This design comes from an exercise in tuning for small area, a short achievable clock period and few clock cycles on the open sky130 flow, not from production work.
Function was checked by simulation only, so behaviour that the tests miss may differ from the original.
No activity file was given, so power comes from the tool's default toggle rates.

--- flow/design.v ---
module ddp_divider (
    input  wire [29:0] rem,
    input  wire        bit_in,
    output wire [29:0] rem_next,
    output wire        fits
);
    localparam [30:0] NS_PER_SEC = 31'd1000000000;
    wire [30:0] rem_shift = {rem, bit_in};
    wire [31:0] rem_sub   = {1'b0, rem_shift} - {1'b0, NS_PER_SEC};
    assign fits     = !rem_sub[31];
    assign rem_next = fits ? rem_sub[29:0] : rem_shift[29:0];
endmodule
module ddp_hdr_codec (
    input  wire [108:0] ser_hdr,
    output wire [111:0] ser_bytes,    
    output wire [4:0]   ser_len,      
    input  wire [111:0] par_bytes,
    input  wire [15:0]  par_buflen,   
    output wire [108:0] par_hdr,      
    output wire [4:0]   par_len,      
    output wire         par_bad       
);
    wire       s_t      = ser_hdr[108];
    wire [7:0] s_flags  = {3'b010, ser_hdr[108:104]};
    assign ser_bytes = {s_flags, ser_hdr[103:32], s_t ? ser_hdr[31:0] : 32'd0};
    assign ser_len   = s_t ? 5'd14 : 5'd10;
    wire p_t = par_bytes[108];           
    assign par_len = p_t ? 5'd14 : 5'd10;
    assign par_bad = (par_buflen < 16'd10) || (p_t && par_buflen < 16'd14);
    assign par_hdr = {par_bytes[108:104],         
                      par_bytes[103:96],          
                      par_bytes[95:88],           
                      par_bytes[87:80],           
                      par_bytes[79:48],           
                      par_bytes[47:32],           
                      p_t ? par_bytes[31:0] : 32'd0};
endmodule
module ddp_core (
    input  wire         clk,
    input  wire         rst,           
    input  wire         cmd_valid,
    output wire         cmd_ready,
    input  wire [7:0]   cmd_op,
    input  wire [111:0] cmd_data,
    input  wire [15:0]  cmd_len,
    input  wire         cmd_txfail,    
    input  wire [63:0]  cmd_now_sec,   
    input  wire [29:0]  cmd_now_nanos,
    output reg          rsp_valid,
    output reg  [2:0]   rsp_status,
    output reg  [111:0] rsp_data,
    output reg  [15:0]  rsp_len,
    output reg          rsp_mism
);
    localparam [7:0] OP_FLAGS_ENC = 8'h10, OP_FLAGS_DEC = 8'h11,
                     OP_PF_ENC    = 8'h12, OP_PF_DEC    = 8'h13,
                     OP_HDR_SER   = 8'h14, OP_HDR_PARSE = 8'h15,
                     OP_PKT_PARSE = 8'h16,
                     OP_TX_CONFIG = 8'h20, OP_TX_SETDEST = 8'h21,
                     OP_TX_SETOFF = 8'h22, OP_TX_TCON    = 8'h23,
                     OP_TX_TCOFF  = 8'h24, OP_TX_WRITE   = 8'h25,
                     OP_TX_WRITEAT = 8'h26,
                     OP_TC_INSTANT = 8'h40, OP_TC_DELAY  = 8'h41;
    localparam [2:0] ST_OK = 3'd0, ST_MALFORMED = 3'd1, ST_TOO_LARGE = 3'd2,
                     ST_RESERVED = 3'd3, ST_TRANSPORT = 3'd4, ST_ILLEGAL = 3'd5;
    localparam [15:0] MAX_PAYLOAD   = 16'd1440;
    localparam [15:0] EPOCH_LO      = 16'h7E80;    
    reg [4:0]  hdr_flags;     
    reg [7:0]  hdr_seq;
    reg [7:0]  hdr_pf;
    reg [7:0]  hdr_dest;
    reg [31:0] hdr_offset;
    reg [15:0] hdr_length;
    reg [31:0] hdr_tc;
    reg        tc_busy;        
    assign cmd_ready = !tc_busy;
    wire accept = cmd_valid && cmd_ready;
    wire [7:0] seq_next = (hdr_seq == 8'd0)  ? 8'd0 :
                          (hdr_seq <= 8'd15) ? hdr_seq + 8'd1 : 8'd1;
    wire [31:0] wr_offset = (cmd_op == OP_TX_WRITEAT) ? cmd_data[31:0] : hdr_offset;
    wire [108:0] wr_hdr = {hdr_flags, seq_next, hdr_pf, hdr_dest,
                           wr_offset, cmd_len, hdr_tc};
    wire [108:0] ser_in = (cmd_op == OP_HDR_SER) ? cmd_data[108:0] : wr_hdr;
    wire [111:0] ser_bytes;
    wire [4:0]   ser_len;
    wire [108:0] par_hdr;
    wire [4:0]   par_len;
    wire         par_bad;
    ddp_hdr_codec u_codec (
        .ser_hdr    (ser_in),
        .ser_bytes  (ser_bytes),
        .ser_len    (ser_len),
        .par_bytes  (cmd_data),
        .par_buflen (cmd_len),
        .par_hdr    (par_hdr),
        .par_len    (par_len),
        .par_bad    (par_bad)
    );
    wire [15:0] pkt_avail    = cmd_len - {11'd0, par_len};
    wire [15:0] pkt_declared = par_hdr[47:32];
    wire        pkt_mism     = pkt_avail < pkt_declared;
    wire [15:0] pkt_paylen   = pkt_mism ? pkt_avail : pkt_declared;
    wire [63:0] tc_dvd   = rsp_data[63:0];
    wire [29:0] tc_rem   = rsp_data[93:64];
    wire [6:0]  tc_cnt   = rsp_data[100:94];
    wire        tc_carry = rsp_data[101];
    wire [15:0] tc_base  = rsp_len;
    wire [38:0] dly_lo   = {1'b0, cmd_data[37:0]} + {9'd0, cmd_now_nanos};
    wire [25:0] dly_hi   = cmd_data[63:38] + {25'd0, dly_lo[38]};
    wire        dly_neg  = cmd_data[63] && !(dly_lo[38] && cmd_data[62:38] == 25'h1FFFFFF);
    wire        dly_fast = (cmd_data[63:38] == 26'd0) && (cmd_data[37:30] != 8'hFF);
    wire        tc_bit = (tc_cnt > 7'd16) && tc_dvd[63];
    wire        tc_last = (tc_cnt == 7'd1);
    wire [29:0] tc_rem_next;
    wire        tc_fits;
    ddp_divider u_div (
        .rem      (tc_rem),
        .bit_in   (tc_bit),
        .rem_next (tc_rem_next),
        .fits     (tc_fits)
    );
    wire [15:0] tc_sec = tc_base + EPOCH_LO + (tc_carry ? tc_dvd[30:15] : 16'd0);
    always @(posedge clk) begin
        rsp_status <= ST_OK;
        rsp_data   <= 112'd0;
        rsp_len    <= 16'd0;
        rsp_mism   <= 1'b0;
        if (tc_busy) begin
            if (tc_last) begin
                rsp_data[31:0] <= {tc_sec, tc_dvd[14:0], tc_fits};
            end else begin
                rsp_data[63:0]   <= {tc_dvd[62:0], tc_fits};
                rsp_data[93:64]  <= tc_rem_next;
                rsp_data[100:94] <= tc_cnt - 7'd1;
                rsp_data[101]    <= tc_carry;
                rsp_len          <= tc_base;
            end
        end else begin
            case (cmd_op)
            OP_FLAGS_ENC: rsp_data[7:0] <= {3'b010, cmd_data[4:0]};
            OP_FLAGS_DEC: rsp_data[4:0] <= cmd_data[4:0];
            OP_PF_ENC:    rsp_data[7:0] <= cmd_data[7:0];
            OP_PF_DEC:    rsp_data[7:0] <= cmd_data[7:0];
            OP_HDR_SER: begin
                rsp_data <= ser_bytes;
                rsp_len  <= {11'd0, ser_len};
            end
            OP_HDR_PARSE, OP_PKT_PARSE: begin
                if (par_bad) begin
                    rsp_status     <= ST_MALFORMED;
                    rsp_data[15:0] <= cmd_len;
                end else begin
                    rsp_data[108:0] <= par_hdr;
                    if (cmd_op == OP_HDR_PARSE) begin
                        rsp_len <= {11'd0, par_len};
                    end else begin
                        rsp_len  <= pkt_paylen;
                        rsp_mism <= pkt_mism;
                    end
                end
            end
            OP_TX_CONFIG, OP_TX_SETOFF, OP_TX_TCON, OP_TX_TCOFF: ;
            OP_TX_SETDEST: begin
                if (cmd_data[7:0] == 8'd0)
                    rsp_status <= ST_RESERVED;
            end
            OP_TX_WRITE, OP_TX_WRITEAT: begin
                if (cmd_len > MAX_PAYLOAD) begin
                    rsp_status     <= ST_TOO_LARGE;
                    rsp_data[15:0] <= cmd_len;
                end else if (cmd_txfail) begin
                    rsp_status <= ST_TRANSPORT;
                end else begin
                    rsp_data <= ser_bytes;
                    rsp_len  <= cmd_len + {11'd0, ser_len};
                end
            end
            OP_TC_INSTANT: begin
                rsp_data[100:94] <= 7'd17;
                rsp_data[101]    <= 1'b0;
                rsp_data[93:64]  <= {1'b0, cmd_data[93:65]};
                rsp_data[63]     <= cmd_data[64];
                rsp_len          <= cmd_data[15:0];
            end
            OP_TC_DELAY: begin
                rsp_data[101] <= 1'b1;
                rsp_len       <= cmd_now_sec[15:0];
                if (dly_fast) begin
                    rsp_data[100:94] <= 7'd25;
                    rsp_data[93:64]  <= {1'b0, dly_lo[37:9]};
                    rsp_data[63:55]  <= dly_lo[8:0];
                end else begin
                    rsp_data[100:94] <= 7'd80;
                    rsp_data[93:64]  <= dly_neg ? 30'd999999999 : 30'd0;
                    rsp_data[63:0]   <= {dly_hi, dly_lo[37:0]};
                end
            end
            default: begin
                rsp_status    <= ST_ILLEGAL;
                rsp_data[7:0] <= cmd_op;
            end
            endcase
        end
        if (rst) begin
            hdr_flags    <= 5'b00001;      
            hdr_seq      <= 8'd1;
            hdr_pf       <= 8'h0D;         
            hdr_dest     <= 8'd1;
            hdr_offset   <= 32'd0;
            hdr_length   <= 16'd0;
            hdr_tc       <= 32'd0;
            tc_busy      <= 1'b0;
            rsp_valid    <= 1'b0;
        end else begin
            rsp_valid <= accept && cmd_op != OP_TC_INSTANT && cmd_op != OP_TC_DELAY
                      || tc_busy && tc_last;
            if (tc_busy && tc_last)
                tc_busy <= 1'b0;
            if (accept) begin
                case (cmd_op)
                OP_TX_CONFIG: begin
                    hdr_flags  <= cmd_data[108:104];
                    hdr_seq    <= cmd_data[103:96];
                    hdr_pf     <= cmd_data[95:88];
                    hdr_dest   <= cmd_data[87:80];
                    hdr_offset <= cmd_data[79:48];
                    hdr_length <= cmd_data[47:32];
                    hdr_tc     <= cmd_data[31:0];
                end
                OP_TX_SETDEST: begin
                    if (cmd_data[7:0] != 8'd0)
                        hdr_dest <= cmd_data[7:0];
                end
                OP_TX_SETOFF: hdr_offset <= cmd_data[31:0];
                OP_TX_TCON: begin
                    hdr_flags[4] <= 1'b1;
                    hdr_tc       <= cmd_data[31:0];
                end
                OP_TX_TCOFF: begin
                    hdr_flags[4] <= 1'b0;
                    hdr_tc       <= 32'd0;
                end
                OP_TX_WRITE, OP_TX_WRITEAT: begin
                    if (cmd_op == OP_TX_WRITEAT)
                        hdr_offset <= cmd_data[31:0];
                    if (cmd_len <= MAX_PAYLOAD) begin
                        hdr_seq    <= seq_next;
                        hdr_length <= cmd_len;
                    end
                end
                OP_TC_INSTANT, OP_TC_DELAY: tc_busy <= 1'b1;
                default: ;
                endcase
            end
        end
    end
endmodule
--- flow/run.sh ---
#!/bin/bash
# synth_recipe.tcl (not shown) runs the flow's synth.tcl, then flattens the netlist and writes it again
# the make line also repeats each setting of config.mk as NAME=value (left out here)
make -C /OpenROAD-flow-scripts/flow DESIGN_CONFIG=/design/flow/config.mk WORK_HOME=/design/flow/orfs CLKGATE_MAP_FILE= SYNTH_SCRIPT=/design/flow/synth_recipe.tcl finish
--- flow/config.mk ---
export PLATFORM = sky130hd
export DESIGN_NAME = ddp_core
export DESIGN_NICKNAME = ddp_core
export VERILOG_FILES = /design/flow/design.v
export SDC_FILE = /design/flow/constraint.sdc
export NUM_CORES = 4
export LEC_CHECK = 0
export CAP_MARGIN = 20
export CORE_MARGIN = 2
export CORE_UTILIZATION = 40
export PLACE_DENSITY = 0.6
export SETUP_SLACK_MARGIN = 5
export SLEW_MARGIN = 20
--- flow/constraint.sdc ---
create_clock -name core_clock -period 10.0 [get_ports {clk}]
set_input_delay 2.0000 -clock core_clock [delete_from_list [all_inputs] [get_ports {clk}]]
set_output_delay 2.0000 -clock core_clock [all_outputs]
set_load 0.01 [all_outputs]
==> summary.md, run 1 <==
| Metric | Value |
|---|---|
| Outcome | complete, no violations |
| Max FO, Critical Path | 11 |
| Post-route ant nets | 0 |
| Std cell rows | 73 |
| Fill cells | approximately 3800 |
| Drt initial violations | ~2000 |
| Layout area overhead | 36.7% |
| DRC violations left | 0 |
| Worst Hold Class | reg2reg |
| Die ar. | ~41000 µm² |
| Total number of vias | roughly 18000 |
| Total track usage | between 30% and 40% |
| Final Hold Vio Count | 0 |
| Clk_skew | slightly above 60 ps |
| Buf+Inv Stages, Crit Path | 1 |
| Layout cell share with drive strength beyond 1 | between 10% and 20% |
| Initial Util | between 40% and 50% |
| Max Freq | 201 MHz |
| Crit end category | flop |
| CTS tree | built |
| Final setup viols | 0 |
| Cells after Synth | a little over 2000 |
| First-pass GRT wire length | approximately 110000 µm |
| Crit path required time | between 10000 and 15000 ps |
| Power Dens Cells | ~120 nW/µm² |
| Final #Nets | between 2000 and 3000 |
| Clk buf depth | 3 |
| Antenna Cells | 0 |
| Syn Area/Cell | about 7.7 µm² |
| Ys flop type | dfxtp_1 |
| Yosys reg bits | approximately 230 |
| CTS Hold Bufs | 0 |
| Sequential element share of the synthesized area | around 29% |
| Worst path most repeated cell | a21o_1 |
| CTS Buf Count | 28 |
| Maximum vdd drop | between 0.0001 and 0.00015 V |
| Slew Viols, Final | 0 |
| Unrepaired setup endpoints after global routing | yes |
| First drt pass iteration count | 7 |
| DP HPWL | around 58000 µm |
| TNS Setup | 0 ps |
| WS Path Type | in2reg |
| Largest net degree at the start of global routing | 96 |
| Congestion Overflow GR | 0 |
| Final wirelength | 78300 µm |
| Synth Cell Area | between 15000 and 20000 µm² |
| Clk sinks | 225 |
| Wirelength per Cell | around 27 µm |
| Tightest Pin Transition | approximately 1100 ps |
| Number of distinct library cells after synthesis | 84 |
| Vias in the first global route | around 17000 |
| IO buf count | 314 |
| Critical-path cell with the highest stage delay | dlygate4sd2_1 |
| Core region area | around 40000 µm² |
| Initial antenna violation count | 2 |
| Worst Setup Slack, final | 5010 ps |
| Max-capacitance violation count | 0 |
| Crit path launch type | primary input |
| CTS Root Cell | clkbuf_16 |
| Number of warnings issued by yosys | 1 |
| Place WS | 2930 ps |
| Die Height | around 200 µm |
| Worst path cell trace | dlygate4sd2_1, nor2b_2, nor2_1, xor2_1, ha_1, a21o_1, a21o_1, a211o_1, o211ai_1, a21oi_1, a211o_4, mux2_4, o21ai_2, a31oi_2 |
| GPL Wtd Cong | 0.956 |
| CTS H-tree depth | 1 |
| Via-per-instance ratio | ~6.2 |
| EDFF count, synth | 17 |
| Die span in x | between 200 and 250 µm |
| Worst path max stage delay | around 600 ps |
| Crit path max-delay family | compound AO/OA/AOI/OAI gates |
| Ports | 368 |
| Clock Latency Late Sink | about 610 ps |
| CP arrival | approximately 5300 ps |
| Relative slew slack | around 25% |
| Fin crit period | approximately 5000 ps |
| Fin crit share | 49.9% |
| Async set-reset flop share out of synthesis | 0% |
| Leakage | between 8 and 9 nW |
| Clock transition at path regs | approximately 60 ps |
| Most frequent cells in the layout | 248 x nand2_1, 248 x clkdlybuf4s50_1, 208 x dfxtp_1 |
[power by group]
group / switching (mW) / internal, mW / total (mW)
registers: 0.00372 / 0.911 / 0.915
logic: 0.268 / 0.192 / 0.461
clock network: 0.457 / 0.670 / 1.13
total: 0.729 / 1.77 / 2.50
[per-stage QoR]
step | hold WS (ps) | cell area, µm² | instances | utilization [%] | power [mW]
3_3_place_gp | 437 | 19500 | 2795 | 49.4 | 1.33
4_1_cts | 452 | 21200 | 2876 | 53.7 | 2.47
5_1_grt | 464 | 21700 | 2910 | 55.1 | 2.57
3_5_place_dp | 442 | 19500 | 2795 | 49.4 | 1.33
6_report | 452 | 21700 | 2910 | 55.1 | 2.50
2_1_floorplan | 430 | 16100 | 2076 | - | 1.13
[cell type report]
type                    count  area, µm²  share of cell area (%)
inverters                  66        248                    1.14
repair buffers            408       3870                    17.8
clock buffers              34        753                    3.46
flip-flops and latches    225       4670                    21.5
well taps                 525        657                    3.02
clock inverters            18        262                    1.20
multi-input cells        1634      11300                    51.9
[state kept, by name, summed over array words and instances (netlist names), 3 cells and up]
register / cells
rsp_data: 110
hdr_tc: 32
hdr_dest: 8
rsp_status: 3
hdr_flags: 5
hdr_pf: 8
hdr_offset: 32
hdr_seq: 8
rsp_len: 16
[synthesized netlist by cell type, drive strengths merged (5+ instances only)]
master    n  share of area [%]
nor4     17               0.80
a22oi    84                4.0
a211oi   30                1.4
o21a     14               0.66
xnor2    53                2.9
and2     15               0.59
o211ai   11               0.52
or3      10               0.39
edfxtp   17                3.2
dfxtp   208                 26
a221oi   30                1.7
o22ai    34                1.3
xor2     42                2.3
nand3    63                2.0
nand2   251                5.9
clkbuf  114                2.7
a222oi   11               0.69
a211o     5               0.28
mux2i    51                3.2
and3     16               0.63
nor2    203                4.8
nand3b    7               0.33
o21ai   144                4.5
nand2b   11               0.43
a21o     27                1.3
inv      65                1.5
buf      38                1.4
a21oi   191                6.0
o221ai   22                1.2
a221o     9               0.57
mux2      7               0.50
o21bai    9               0.42
nor3     30                1.0
nor3b     5               0.24
a22o     27                1.5
o31ai     9               0.46
a31oi    13               0.61
nand4    22               0.86
ha       85                6.7
or4       5               0.26
a311oi    6               0.33
nor2b    13               0.51
[worst register-to-register path: stages (launching register included)]
cell and delay, ps:
edfxtp_1 760, and2_1 230, ha_1 230, ha_1 240, fa_1 450, a211oi_1 310, o21bai_1 190, a2111oi_0 820
o31ai_1 160, a21oi_1 210, xnor2_1 230, nor3_1 90, a311oi_1 270, o221ai_1 160
[per-layer routing]
layer	part of all wire, %	track usage (%)	vias up
li1	-	-	8203
met2	44	55.4	998
met1	44	53.0	8793
met3	9.7	5.77	145
met5	0.029	0	-
met4	2.9	9.36	4
[worst paths after layout]
| path | depth (start not counted) | start | endpoint | slack (ps) |
|---|---|---|---|---|
| worst max register to register | 13 | rsp_data[101] | rsp_data[31] | 5530 |
| worst max-delay path | 14 | cmd_len[3] | rsp_len[3] | 5010 |
| worst min register to register | 2 | hdr_flags[2] | hdr_flags[2] | 450 |
| worst min-delay path | 2 | hdr_flags[2] | hdr_flags[2] | 450 |
[cells by family after synthesis]
group,Yosys count,synth area share [%]
adders and majority gates,89,7.19
DFF,225,29.4
muxes,58,3.70
other,1,0.0236
AOI/OAI and AO/OA,710,29.5
and+or+nand+nor,679,19.3
buffers and inverters,218,5.62
xor gates and xnor gates,95,5.23
[what timing repair did]
| item | in CTS | in global routing |
|---|---|---|
| setup endpoints to repair | 132 | 72 |
| resized for setup | 190 | 109 |
| setup buffers | 29 | 32 |
| pin swaps | 30 | 33 |
| cloned | 0 | 1 |
Testbench counts, summed over its fixed seeds: cycles 10,484.
==> inputs of run 2 (changes only) <==
--- a/flow/config.mk
+++ b/flow/config.mk
@@ -11,3 +11,2 @@
 export PLACE_DENSITY = 0.6
-export SETUP_SLACK_MARGIN = 5
 export SLEW_MARGIN = 20
==> run 2 against run 1 <==
- wire length down 3.1%
- cell count decreased by 2.3%
- via count fell by 1.8%
- critical path depth grew 6
- first-iteration DRC count rose by 7.4%
- critical path type unchanged
- largest cell class unchanged
==> summary.md, run 2 <==
| Metric | Value |
|---|---|
| R2R Path End | rsp_data[31] |
| CTS tree | built |
| Max reg flops | 110 |
| CTS Root Cell | clkbuf_16 |
| Place WS | around 2300 ps |
| Core region area | around 40000 µm² |
| Die Height | ~200 µm |
| Worst Setup Slack, final | about 2700 ps |
| Largest net degree at the start of global routing | 96 |
| Outcome | complete, no violations |
| Slew Viols, Final | 0 |
| Initial antenna violation count | 5 |
| Final Hold Vio Count | 0 |
| Relative slew slack | between 20 and 25% |
| Die span in x | 203 µm |
| Largest reg by FF count | rsp_data |
| Critical-path cell with the highest stage delay | clkdlybuf4s50_1 |
| Ports | 368 |
| Compound-cell area share of the yosys netlist | a little under 30% |
| Maximum vdd drop | 0.000136 V |
| Register-to-Register Setup Slack | between 5000 and 6000 ps |
| Number of warnings issued by yosys | 1 |
| Most frequent cells after synthesis | 251 x nand2_1, 208 x dfxtp_1, 201 x nor2_1 |
| Layout cell share with drive strength beyond 1 | just under 5% |
| Ys flop type | dfxtp_1 |
| DP HPWL | roughly 58000 µm |
| Total track usage | roughly 36% |
| Sequential element share of the synthesized area | between 20% and 30% |
| Adder-cell share of the synthesized area | 7.19% |
| Max Freq | ~140 MHz |
| Commonest non-fill, non-tap cell in the layout | clkdlybuf4s50_1 |
| Worst setup path end | rsp_data[60] |
| Final setup viols | 0 |
| Unrepaired setup endpoints after global routing | no |
| Worst path max stage delay | 810 ps |
| Total power | 2.44 mW |
| R2R depth | 13 |
| R2R Path Start | rsp_data[101] |
| Worst path most repeated cell | ha_1 |
| Fin crit share | 72.9% |
| CTS Hold Bufs | 0 |
| Top cells by area, synth | dfxtp_1 26%, ha_1 6.7%, a21oi_1 6.0% |
| GPL Wtd Cong | 0.959 |
| WHS Path Cells | 2 |
| Die ar. | a little over 40000 µm² |
| Leakage | between 7 and 8 nW |
| Crit path required time | between 10000 and 15000 ps |
| CTS Buf Count | 29 |
| EDFF count, synth | 17 |
| Crit path launch type | primary input |
| CP arrival | approximately 7800 ps |
| Syn Area/Cell | between 7 and 8 µm² |
| Std cell rows | 73 |
| Fin crit period | around 7300 ps |
| Top-count cell post-synth | nand2_1 |
| Mux contribution to synthesized area | 3.70% |
| TNS Setup | 0 ps |
| Worst Hold Class | reg2reg |
| Congestion Overflow GR | 0 |
| Drt initial violations | around 2200 |
| Max FO, Critical Path | 8 |
| Synth Area in Simple Gates | between 10% and 20% |
| Dpl cells | between 2000 and 3000 |
| Clk buf depth | 3 |
| Critical Path Source | cmd_data[0] |
| Synth Cell Area | between 15000 and 20000 µm² |
| Clk sinks | roughly 230 |
| Placed cell area | a little under 20000 µm² |
| Max-capacitance violation count | 0 |
| Power Dens Cells | around 120 nW/µm² |
| Largest family of logic cells by synthesized area | compound AO/OA/AOI/OAI gates |
| Area leader, netlist | dfxtp_1 |
| Most frequent cells in the layout | 313 x clkdlybuf4s50_1, 251 x nand2_1, 208 x dfxtp_1 |
| Worst path cell trace | clkdlybuf4s50_1, ha_1, fa_1, a21oi_1, o21ai_1, nand4_1, a2111oi_1, o21ai_1, o211a_1, nor2_1, ha_1, ha_1, nand3_1, nor4_1, nand3_1, and2_1, o21ai_0, o31ai_1, o21ai_0, nand2_1 |
| Yosys reg bits | roughly 230 |
| Final #Nets | around 2600 |
| Clock Latency Late Sink | 580 ps |
| First-pass GRT wire length | between 100000 and 150000 µm |
| Hold Slack | 450 ps |
| Clock transition at path regs | 60 ps |
| Area fraction of the dominant cell type after synthesis | a little over a quarter |
| DRC violations left | 0 |
| Cells after Synth | 2075 |
| WS Path Type | in2reg |
| Async set-reset flop share out of synthesis | 0% |
| Post-Layout Cell Count | 2844 |
| CTS H-tree depth | 1 |
| First drt pass iteration count | 6 |
| Number of distinct library cells after synthesis | 84 |
| Largest registers | rsp_data (110), hdr_offset (32), hdr_tc (32) |
| Layout area overhead | 27.8% |
| Clk_skew | about 13 ps |
| Post-CTS setup buffer count | 0 |
| Via-per-instance ratio | around 6.3 |
| Post-route ant nets | 0 |
| Cts repair resizes | 0 |
| Design area | between 20000 and 25000 µm² |
| Tightest Pin Transition | approximately 1200 ps |
| Final wirelength | 75800 µm |
| Wirelength per Cell | 26.7 µm |
| Total number of vias | ~18000 |
| Crit end category | flop |
| Vias in the first global route | between 15000 and 20000 |
| IO buf count | 314 |
| Initial Util | between 40% and 50% |
| Util after Layout | between 50% and 60% |
| Post-Synth XOR/XNOR Area | approximately 5.2% |
==> run 2: cell counts after synthesis <==
Identical to the previous run, type by type.
==> run 2: final cells by class <==
class                   count  area, µm²
diodes                      2       5.00
clock buffers              39        813
clock inverters            13        169
fillers                  3827      19100
inverters                  66        248
multi-input cells        1633      10400
flip-flops and latches    225       4670
well taps                 525        657
repair buffers            341       3350
==> run 2: metal layers <==
metal | up-vias | GRT usage [%] | wire length, µm
li1 | 8076 | - | -
met1 | 8567 | 49.5 | 32000
met2 | 1012 | 53.3 | 32500
met3 | 162 | 8.05 | 8320
met4 | 2 | 13.6 | 3040
met5 | - | 0 | 13
==> run 2: critical path, delay by kind of cell <==
family	cells	cell delay [ps]
buffers and inverters	1	810
adders and majority gates	4	1010
AOI/OAI and AO/OA	8	1870
and+or+nand+nor	7	2060
==> run 2: worst min path at each step <==
stage / start / end / slack (ps)
2_1_floorplan: hdr_pf[4] / hdr_pf[4] / 430
3_3_place_gp: hdr_tc[23] / hdr_tc[23] / 440
3_5_place_dp: hdr_tc[25] / hdr_tc[25] / 440
4_1_cts: hdr_tc[23] / hdr_tc[23] / 450
5_1_grt: hdr_tc[30] / hdr_tc[30] / 470
6_report: hdr_tc[2] / hdr_tc[2] / 450
==> run 2: kinds of logic after synthesis <==
kind of cell    after synthesis
mux                          58
flops                       225
simple gates                679
other cells                   1
xor+xnor                     95
fa+ha+maj                    89
compound gates              710
buf+inv                     218
==> run 2: report_power, final <==
part	internal, mW	total [mW]	switching [mW]
Sequential	0.912	0.915	0.00388
Combinational	0.161	0.411	0.250
Clock	0.668	1.11	0.446
==> inputs of run 3 (changes only) <==
==> flow/flow/run.sh (new file) <==
#!/bin/bash
# The standard layout, with a tighter setup target for timing repair
# (the constraints are unchanged) and the smallest buffer on the ports.
bash standard.sh SETUP_SLACK_MARGIN=7 "BUFFER_PORTS_ARGS=-buffer_cell sky130_fd_sc_hd__buf_1" finish > standard.log 2>&1
==> flow/standard.sh (new file) <==
#!/bin/bash
# synth_recipe.tcl (not shown) runs the flow's synth.tcl, then flattens the netlist and writes it again
# the make line also repeats each setting of config.mk as NAME=value (left out here)
make -C /OpenROAD-flow-scripts/flow DESIGN_CONFIG=/design/flow/config.mk WORK_HOME=/design/flow/orfs CLKGATE_MAP_FILE= SYNTH_SCRIPT=/design/flow/synth_recipe.tcl "${@:-finish}"
removed: flow/run.sh
==> run 3 against run 2 <==
- design area rose by 29%
- highest routed layer is now met4
- flip-flop and latch count did not move
- utilization rose by 15 points
- critical path type unchanged
==> summary.md, run 3 <==
| Metric | Value |
|---|---|
| Initial antenna violation count | 8 |
| Dpl cells | between 2000 and 3000 |
| Core region area | around 39000 µm² |
| Max Freq | 194 MHz |
| R2R Path Start | rsp_data[101] |
| WHS Path Cells | 2 |
| Total power | around 2.6 mW |
| Clk_skew | approximately 25 ps |
| Post-route ant nets | 0 |
| IO buf count | 314 |
| Layout cell share with drive strength beyond 1 | 44.5% |
| Max-capacitance violation count | 0 |
| Relative slew slack | 27.1% |
| Final wirelength | slightly below 90000 µm |
| Synth Cell Area | 15900 µm² |
| Layout area overhead | 65.5% |
| Power Dens Cells | 98.1 nW/µm² |
| Fin crit share | ~51% |
| Critical Path Source | cmd_data[0] |
| Number of distinct library cells after synthesis | 84 |
| Syn Area/Cell | between 7 and 8 µm² |
| Wirelength per Cell | 27.6 µm |
| Clock Latency Late Sink | roughly 590 ps |
| GPL Wtd Cong | between 0.9 and 1 |
| R2R depth | 13 |
| Tightest Pin Transition | between 1000 and 1500 ps |
| First-pass GRT wire length | 122000 µm |
| Congestion Overflow GR | 0 |
| Crit path required time | around 10000 ps |
| Final #Nets | 2914 |
| Slew Viols, Final | 0 |
| Post-Layout Cell Count | 3146 |
| CTS H-tree depth | 1 |
| DRC violations left | 0 |
| Ys flop type | dfxtp_1 |
| Ports | around 370 |
| Clk buf depth | 3 |
| Most frequent cells in the layout | 209 x nand2_1, 184 x buf_6, 180 x buf_4 |
| Maximum vdd drop | around 0.00013 V |
| Outcome | complete, no violations |
| Largest reg by FF count | rsp_data |
| Max FO, Critical Path | 3 |
| Cells after Synth | about 2100 |
| Die span in x | between 200 and 250 µm |
| Drt initial violations | 2700 |
| Initial Util | approximately 40% |
| CP arrival | between 5000 and 6000 ps |
| Leakage | around 10 nW |
| Async set-reset flop share out of synthesis | 0% |
| CTS Hold Bufs | 0 |
| Number of warnings issued by yosys | 1 |
| Area leader, netlist | dfxtp_1 |
| DP HPWL | roughly 54000 µm |
| Yosys reg bits | between 200 and 250 |
| Unrepaired setup endpoints after global routing | yes |
| Total track usage | between 30% and 40% |
| Largest net degree at the start of global routing | 96 |
| Most frequent cells after synthesis | 251 x nand2_1, 208 x dfxtp_1, 201 x nor2_1 |
| Final Hold Vio Count | 0 |
| Max reg flops | 110 |
| Crit end category | flop |
| Area fraction of the dominant cell type after synthesis | 26.2% |
| Top cells by area, synth | dfxtp_1 26%, ha_1 6.7%, a21oi_1 6.0% |
| Sequential element share of the synthesized area | 29.4% |
| Clk sinks | 225 |
| First drt pass iteration count | 9 |
| Final setup viols | 0 |
| Fin crit period | 5150 ps |
| CTS tree | built |
| Total number of vias | ~20000 |
| WS Path Type | in2reg |
| CTS Buf Count | 28 |
| Vias in the first global route | around 19000 |
| Clock transition at path regs | 60 ps |
| Hold Crit Start | rsp_data[59] |
| TNS Setup | 0 ps |
| Commonest non-fill, non-tap cell in the layout | nand2_1 |
| Die Height | 203 µm |
| Largest registers | rsp_data (110), hdr_offset (32), hdr_tc (32) |
| Die ar. | 41400 µm² |
| CTS Root Cell | clkbuf_16 |
| Crit path launch type | primary input |
| Worst Hold Class | reg2reg |
| Top-count cell post-synth | nand2_1 |
| EDFF count, synth | 17 |
| Via-per-instance ratio | ~6.5 |
| Std cell rows | 73 |
run 3: cell counts after synthesis:
No cell type changed its count.
run 3: kinds of logic after synthesis:
family | share of synthesized area [%]
xor+xnor | 5.23
mux | 3.70
flops | 29.4
fa+ha+maj | 7.19
other cells | 0.0236
compound gates | 29.5
buf+inv | 5.62
simple gates | 19.3
run 3: area by class of cell:
type                       instances  area (µm²)
fill                            3133       13100
sequential                       225        4890
multi-input combinational       1644       13700
inverter                          66         262
timing repair buffer             625        5760
clock inverter                    20         255
timing repair inverter             1        8.76
tap                              525         657
clock buffer                      32         747
antenna                            8        20.0
run 3: timing repair:
action	in CTS	in global routing
buffers inserted	185	68
resized for setup	773	260
pin swaps	96	115
gates cloned	27	7
setup endpoints to repair	356	355
run 3: final timing paths:
| check | endpoint | slack, ps |
|---|---|---|
| setup / recovery | rsp_data[54] | 4850 |
| hold / removal | rsp_data[60] | 440 |
| hold reg to reg | rsp_data[60] | 440 |
| setup reg to reg | rsp_data[31] | 6060 |
run 3: through the flow:
stage | area, µm² | hold slack (ps) | setup slack, ps | utilization [%]
after floorplan | 17600 | 436 | 4780 | -
after global placement | 18700 | 436 | 3460 | 47.3
after detailed placement | 18700 | 438 | 3430 | 47.3
after CTS | 24500 | 446 | 5050 | 62.2
after global routing | 26300 | 474 | 4730 | 66.7
final | 26300 | 443 | 4850 | 66.8
run 3: critical path, cell delays in order:
cell and delay (ps):
buf_1 80, buf_6 120, ha_4 140, fa_2 210
a21oi_2 70, o21ai_2 180, nand4_1 130, buf_6 170
a2111oi_4 470, o21ai_2 140, o211a_4 200, nor2_4 120
ha_4 200, buf_6 120, ha_4 140, nand3_4 100
nor4_4 270, nor2b_4 210, buf_6 110, o21ai_1 50
nand2_1 70, o221ai_2 100, a22o_1 200
run 3: where the power goes:
group,leakage (nW),switching (mW),internal [mW]
Combinational,7.69,0.332,0.214
Sequential,1.95,0.00415,0.903
Clock,0.494,0.442,0.688
Total,10.1,0.778,1.81
run 3: layer usage:
metal | up-vias | global-route usage, % | wire length [µm]
met3 | 444 | 9.46 | 10900
met1 | 9708 | 50.3 | 32300
met5 | - | 0 | 0
met4 | 0 | 22.9 | 6760
met2 | 1520 | 59.7 | 36800
li1 | 8742 | - | -

separate check: timing with driven ports:
No port has a modelled driver above. Below, the same layouts with a new extraction and two added sets of constraints. Step 1 (the two cells are an assumption about what drives the block):
set clk [get_ports {clk}]
set_driving_cell -lib_cell sky130_fd_sc_hd__clkbuf_16 $clk
set_driving_cell -lib_cell sky130_fd_sc_hd__buf_2 [delete_from_list [all_inputs] $clk]
Step 2, shift: input delay + t, output delay - t, t = (earliest + latest rising clock arrival at the registers) / 2. This alone moves slack from input paths to output paths. a / b / c = ideal ports / drivers / drivers and shift; a / b = the first two.
run	t (ns)	setup slack, ns	worst setup path after step 2	worst register clock-pin slew, ns
run 1	0.640	5.015 / 5.014 / 4.374	input to register	0.07 / 0.07
run 2	0.625	2.714 / 2.744 / 2.119	input to register	0.07 / 0.07
run 3	0.636	4.852 / 4.889 / 4.253	input to register	0.07 / 0.07
After both steps every run listed still meets setup and hold. The setup slack of run 1, which loses most, moves by -0.001 ns with the drivers and by -0.641 ns with both steps.
